Source: an optimization exercise on an open RTL-to-GDS flow (aim: small area). Production flows keep margins and buffers that such runs may drop.
Where RTL was checked, it was by simulation tests only, not by an equivalence proof against the original.

==> flow/design.v <==
module ltt_timer (
    input  wire clk,
    input  wire rst,
    input  wire do_wait,      
    input  wire long,         
    output wire busy,
    output wire irq,
    output wire wait_done
);
    reg        run;
    reg        if_flag;
    reg        tick;           
    reg [14:0] lf;
    wire at_short = !lf[0] && !lf[2] && lf[4] && lf[6] && lf[7] && !lf[8] && !lf[9] &&
                    lf[10] && lf[12] && !lf[14];
    wire at_long  = lf[0] && !lf[1] && lf[2] && lf[3] && lf[4] && lf[5] && !lf[6] &&
                    !lf[7] && !lf[8] && lf[10] && lf[11] && !lf[12] && !lf[13] && lf[14];
    wire fire = run && (long ? at_long : at_short);
    assign busy      = run;
    assign irq       = if_flag;
    assign wait_done = if_flag && (tick || !long);
    always @(posedge clk) begin
        if (rst) begin
            run     <= 1'b0;
            if_flag <= 1'b0;
            tick    <= 1'b0;
        end else begin
            if_flag <= fire;
            if (if_flag)
                tick <= !wait_done;
            if (wait_done)
                run <= 1'b0;
            if (do_wait)
                run <= 1'b1;
        end
    end
    always @(posedge clk) begin
        if (do_wait || fire)
            lf <= 15'd0;
        else
            lf <= {lf[13:0], !(lf[14] ^ lf[13])};
    end
endmodule
module ltt_uart_tx (
    input  wire clk,
    input  wire rst,
    input  wire load,
    input  wire d0,        
    output wire ready,
    output wire txd
);
    reg [3:0] bitn;        
    reg [6:0] baud;
    reg       v;
    wire busy = !(bitn[3] && bitn[1]);
    wire wrap = !baud[0] && !baud[1] && baud[2] && !baud[3] && baud[4] && baud[5] && !baud[6];
    assign ready = !busy;
    wire bitv = (bitn == 4'd1 && v) || bitn == 4'd5 || bitn == 4'd6 || bitn == 4'd9;
    assign txd = !busy || bitv;
    always @(posedge clk) begin
        if (rst) begin
            bitn <= 4'd10;
        end else if (load && !busy) begin
            bitn <= 4'd0;
        end else if (busy && wrap) begin
            bitn <= bitn + 4'd1;
        end
    end
    always @(posedge clk) begin
        if (load && !busy) begin
            baud <= 7'd0;
            v    <= d0;
        end else if (wrap) begin
            baud <= 7'd0;
        end else begin
            baud <= {baud[5:0], !(baud[6] ^ baud[5])};
        end
    end
endmodule
module ltt_uart_rx (
    input  wire       clk,
    input  wire       rst,
    input  wire       rxd,
    output reg        valid,
    output reg  [7:0] data
);
    reg       s1, s2;
    reg [3:0] bitn;        
    reg [6:0] baud;
    wire idle  = &bitn;
    wire hit51  = !baud[0] && !baud[1] && !baud[4] && baud[5];
    wire hit103 = !baud[0] && !baud[1] && baud[2] && !baud[3] && baud[4] && baud[5] && !baud[6];
    wire wrap  = (bitn == 4'd0) ? hit51 : hit103;
    always @(posedge clk) begin
        if (rst) begin
            s1    <= 1'b1;
            s2    <= 1'b1;
            bitn  <= 4'd15;
            valid <= 1'b0;
        end else begin
            s1    <= rxd;
            s2    <= s1;
            valid <= 1'b0;
            if (idle) begin
                if (!s2)
                    bitn <= 4'd0;
            end else if (wrap) begin
                if (bitn == 4'd0) begin
                    bitn <= s2 ? 4'd15 : 4'd1;
                end else if (bitn == 4'd9) begin
                    bitn  <= 4'd15;
                    valid <= s2;
                end else begin
                    bitn <= bitn + 4'd1;
                end
            end
        end
    end
    always @(posedge clk) begin
        if (idle || wrap)
            baud <= 7'd0;
        else
            baud <= {baud[5:0], !(baud[6] ^ baud[5])};
        if (!idle && wrap && bitn != 4'd0 && bitn != 4'd9)
            data <= {s2, data[7:1]};
    end
endmodule
module ltt_rx_fifo (
    input  wire       clk,
    input  wire       rst,
    input  wire       push,
    input  wire [7:0] wdata,
    input  wire       pop,      
    output wire [7:0] rdata,
    output wire       empty
);
    reg [63:0] mem;         
    reg [3:0] wptr;
    reg [3:0] rptr;
    wire full = (wptr[2:0] == rptr[2:0]) && (wptr[3] != rptr[3]);
    wire do_push = push && !full;
    assign empty = (wptr == rptr);
    reg [7:0] rd;
    integer j;
    always @(*) begin
        rd = 8'd0;
        for (j = 0; j < 8; j = j + 1)
            if (rptr[2:0] == j)
                rd = rd | mem[8*j +: 8];
    end
    assign rdata = rd;
    integer k;
    always @(posedge clk) begin
        for (k = 0; k < 8; k = k + 1)
            if (do_push && wptr[2:0] == k)
                mem[8*k +: 8] <= wdata;
    end
    always @(posedge clk) begin
        if (rst) begin
            wptr <= 4'd0;
            rptr <= 4'd0;
        end else begin
            if (do_push)
                wptr <= wptr + 4'd1;
            if (pop)
                rptr <= rptr + 4'd1;
        end
    end
endmodule
module ltt_ctrl (
    input  wire       clk,
    input  wire       rst,
    input  wire       rxd,
    output wire       txd,
    output wire [1:0] motor,
    output wire       alarm,
    output wire       irq,
    output reg        st_req,
    output wire       st_we,
    output wire [7:0] st_addr,
    output wire [7:0] st_wdata,
    input  wire       st_ack,
    input  wire [7:0] st_rdata
);
    localparam [4:0] S_BOOT = 5'd0,  S_WAIT = 5'd1,
                     S_RX   = 5'd2,  S_LOOP0 = 5'd3, S_LOOP = 5'd4,
                     S_END  = 5'd5,  S_SEND = 5'd6,
                     S_O0 = 5'd16, S_O1 = 5'd17, S_O2 = 5'd18, S_O3 = 5'd19, S_O4 = 5'd20,
                     S_O5 = 5'd21, S_O6 = 5'd22, S_O7 = 5'd23, S_O8 = 5'd24,
                     S_L0 = 5'd25, S_L1 = 5'd26, S_L2 = 5'd27, S_L3 = 5'd28, S_L4 = 5'd29,
                     S_L5 = 5'd30;
    reg [4:0] st;
    reg       vfy;          
    reg [3:0] n;            
    reg [3:0] pwlen;
    reg       match;
    reg [71:0] pbuf;        
    reg  is_wait, t_long;
    wire t_busy, wait_done;
    ltt_timer u_timer (
        .clk       (clk),
        .rst       (rst),
        .do_wait   (is_wait && !t_busy),
        .long      (t_long),
        .busy      (t_busy),
        .irq       (irq),
        .wait_done (wait_done)
    );
    wire tx_ready;
    ltt_uart_tx u_tx (
        .clk   (clk),
        .rst   (rst),
        .load  (st == S_SEND),
        .d0    (match),
        .ready (tx_ready),
        .txd   (txd)
    );
    wire       rx_valid;
    wire [7:0] rx_data;
    ltt_uart_rx u_rx (
        .clk   (clk),
        .rst   (rst),
        .rxd   (rxd),
        .valid (rx_valid),
        .data  (rx_data)
    );
    wire [7:0] q_data;
    wire       q_empty;
    wire       q_pop = !q_empty && (st == S_WAIT || st == S_RX);
    ltt_rx_fifo u_rxq (
        .clk   (clk),
        .rst   (rst),
        .push  (rx_valid),
        .wdata (rx_data),
        .pop   (q_pop),
        .rdata (q_data),
        .empty (q_empty)
    );
    reg [7:0] pb;
    integer j;
    always @(*) begin
        pb = 8'd0;
        for (j = 0; j < 9; j = j + 1)
            if (n == j)
                pb = pb | pbuf[8*j +: 8];
    end
    assign st_we    = !vfy;
    assign st_addr  = {4'h2, n};
    assign st_wdata = pb;
    assign motor    = {st == S_O7 || st == S_O8, st == S_O1 || st == S_O2};
    assign alarm    = (st >= S_L1 && st <= S_L5);
    always @(*) begin
        t_long  = st == S_O1 || st == S_O7 || (st >= S_L1 && st <= S_L4);
        is_wait = t_long || (st >= S_O3 && st <= S_O5);
    end
    always @(posedge clk) begin
        if (rst) begin
            st     <= S_BOOT;
            pwlen  <= 4'd0;
            st_req <= 1'b0;
        end else begin
            case (st)
                S_BOOT: st <= S_WAIT;
                S_WAIT: if (!q_empty) begin
                    case (q_data)
                        8'h30, 8'h31: st <= S_RX;
                        8'h32: st <= S_O0;
                        8'h33: st <= S_L0;
                        default: ;
                    endcase
                end
                S_RX: if (!q_empty) begin
                    if (q_data == 8'h00)
                        st <= S_LOOP0;
                    else if (n == 4'd9)
                        st <= S_WAIT;
                end
                S_LOOP0: begin
                    if (!vfy)
                        pwlen <= n;
                    st <= S_LOOP;
                end
                S_LOOP: begin
                    if (st_req) begin
                        if (st_ack)
                            st_req <= 1'b0;
                    end else if (n == pwlen) begin
                        st <= S_END;
                    end else begin
                        st_req <= 1'b1;
                    end
                end
                S_END:  st <= vfy ? S_SEND : S_WAIT;
                S_SEND: if (tx_ready) st <= S_WAIT;
                S_O8, S_L5: st <= S_WAIT;
                default: begin
                    if (!is_wait || wait_done)
                        st <= st + 5'd1;
                end
            endcase
        end
    end
    integer k;
    always @(posedge clk) begin
        if (st == S_WAIT) begin
            n   <= 4'd0;
            vfy <= q_data[0];
        end
        if (st == S_RX && !q_empty && q_data != 8'h00 && n != 4'd9) begin
            for (k = 0; k < 9; k = k + 1)
                if (n == k)
                    pbuf[8*k +: 8] <= q_data;
            n       <= n + 4'd1;
        end
        if (st == S_LOOP0) begin
            match <= (n == pwlen);
            n     <= 4'd0;
        end
        if (st == S_LOOP && st_req && st_ack) begin
            n <= n + 4'd1;
            if (st_rdata != pb)
                match <= 1'b0;
        end
    end
endmodule
clock: 10.0 ns
lec_check: 0
cap_margin: 20
core_margin: 2
core_utilization: 40
cts_buf_list: sky130_fd_sc_hd__clkbuf_8
cts_cluster_diameter: 100
cts_cluster_size: 18
slew_margin: 20
run.sh (not shown) runs the stock make flow with config.mk's settings and CLKGATE_MAP_FILE= SYNTH_SCRIPT=/design/flow/synth_recipe.tcl, a recipe that flattens the netlist after the stock synthesis.
Next try:
--- a/flow/design.v
+++ b/flow/design.v
@@ -130,39 +130,33 @@
     input  wire       rst,
     input  wire       push,
-    input  wire [7:0] wdata,
+    input  wire [7:0] wdata,    
     input  wire       pop,      
     output wire [7:0] rdata,
     output wire       empty
 );
-    reg [63:0] mem;         
-    reg [3:0] wptr;
-    reg [3:0] rptr;
-    wire full = (wptr[2:0] == rptr[2:0]) && (wptr[3] != rptr[3]);
+    reg [63:0] ring;            
+    reg [3:0]  wp;
+    reg [3:0]  rp;
+    reg        pend;            
+    wire full    = (wp[2:0] == rp[2:0]) && (wp[3] != rp[3]);
     wire do_push = push && !full;
-    assign empty = (wptr == rptr);
-    reg [7:0] rd;
-    integer j;
-    always @(*) begin
-        rd = 8'd0;
-        for (j = 0; j < 8; j = j + 1)
-            if (rptr[2:0] == j)
-                rd = rd | mem[8*j +: 8];
-    end
-    assign rdata = rd;
-    integer k;
-    always @(posedge clk) begin
-        for (k = 0; k < 8; k = k + 1)
-            if (do_push && wptr[2:0] == k)
-                mem[8*k +: 8] <= wdata;
-    end
+    wire wr      = pend && (wp[2:0] == 3'd1);    
+    wire newest  = pend && (rp[2:0] + 3'd1 == wp[2:0]);
+    assign empty = (wp == rp);
+    assign rdata = newest ? wdata : ring[rp[2:0]*8 +: 8];
+    always @(posedge clk)
+        ring <= {wr ? wdata : ring[7:0], ring[63:8]};
     always @(posedge clk) begin
         if (rst) begin
-            wptr <= 4'd0;
-            rptr <= 4'd0;
+            wp   <= 4'd0;
+            rp   <= 4'd0;
+            pend <= 1'b0;
         end else begin
+            wp <= do_push ? wp : wp - 4'd1;
+            rp <= pop ? rp : rp - 4'd1;
             if (do_push)
-                wptr <= wptr + 4'd1;
-            if (pop)
-                rptr <= rptr + 4'd1;
+                pend <= 1'b1;
+            else if (wr)
+                pend <= 1'b0;
         end
     end
Outcome:
- The new run finished clean
- area after synthesis decreases by 4.8%
- worst setup slack improved by 0.035 ns
- synthesized cell count decreases by about 5.4%
- worst hold slack degrades by 0.086 ns
- final cell count falls by 3.7%
For the first run of this note, only the layout was checked, not whether the RTL still works.

## afterwards: timing with drivers on the ports
How much do the figures lean on ideal ports? The routed layouts below were timed once more, with nothing changed but the port constraints.
Step 1 sets driving cells, clkbuf_16 on the clock port and buf_2 on the other inputs (assumed; they add their load-dependent delay and slew).
Step 2 adds t to the input delays and takes it off the output delays; t is the mean of the earliest and latest rising clock arrival at the registers after step 1. Input paths then give back, and output paths get back, about the clock's delay inside the block.
Slacks: no drivers / after step 1 / after step 2; pairs: no drivers / after step 1.
run | t (ns) | slack for setup (ns) | hold slack, ns | worst register clock-pin slew, ns | worst data-port slew with drivers (ns)
the first run | 0.530 | 4.509 / 4.468 / 4.998 | 0.419 / 0.419 / 0.419 | 0.12 / 0.12 | 0.03
the second run | 0.521 | 4.544 / 4.505 / 5.026 | 0.333 / 0.333 / 0.333 | 0.12 / 0.12 | 0.04
After both steps setup and hold are still met in every run listed.
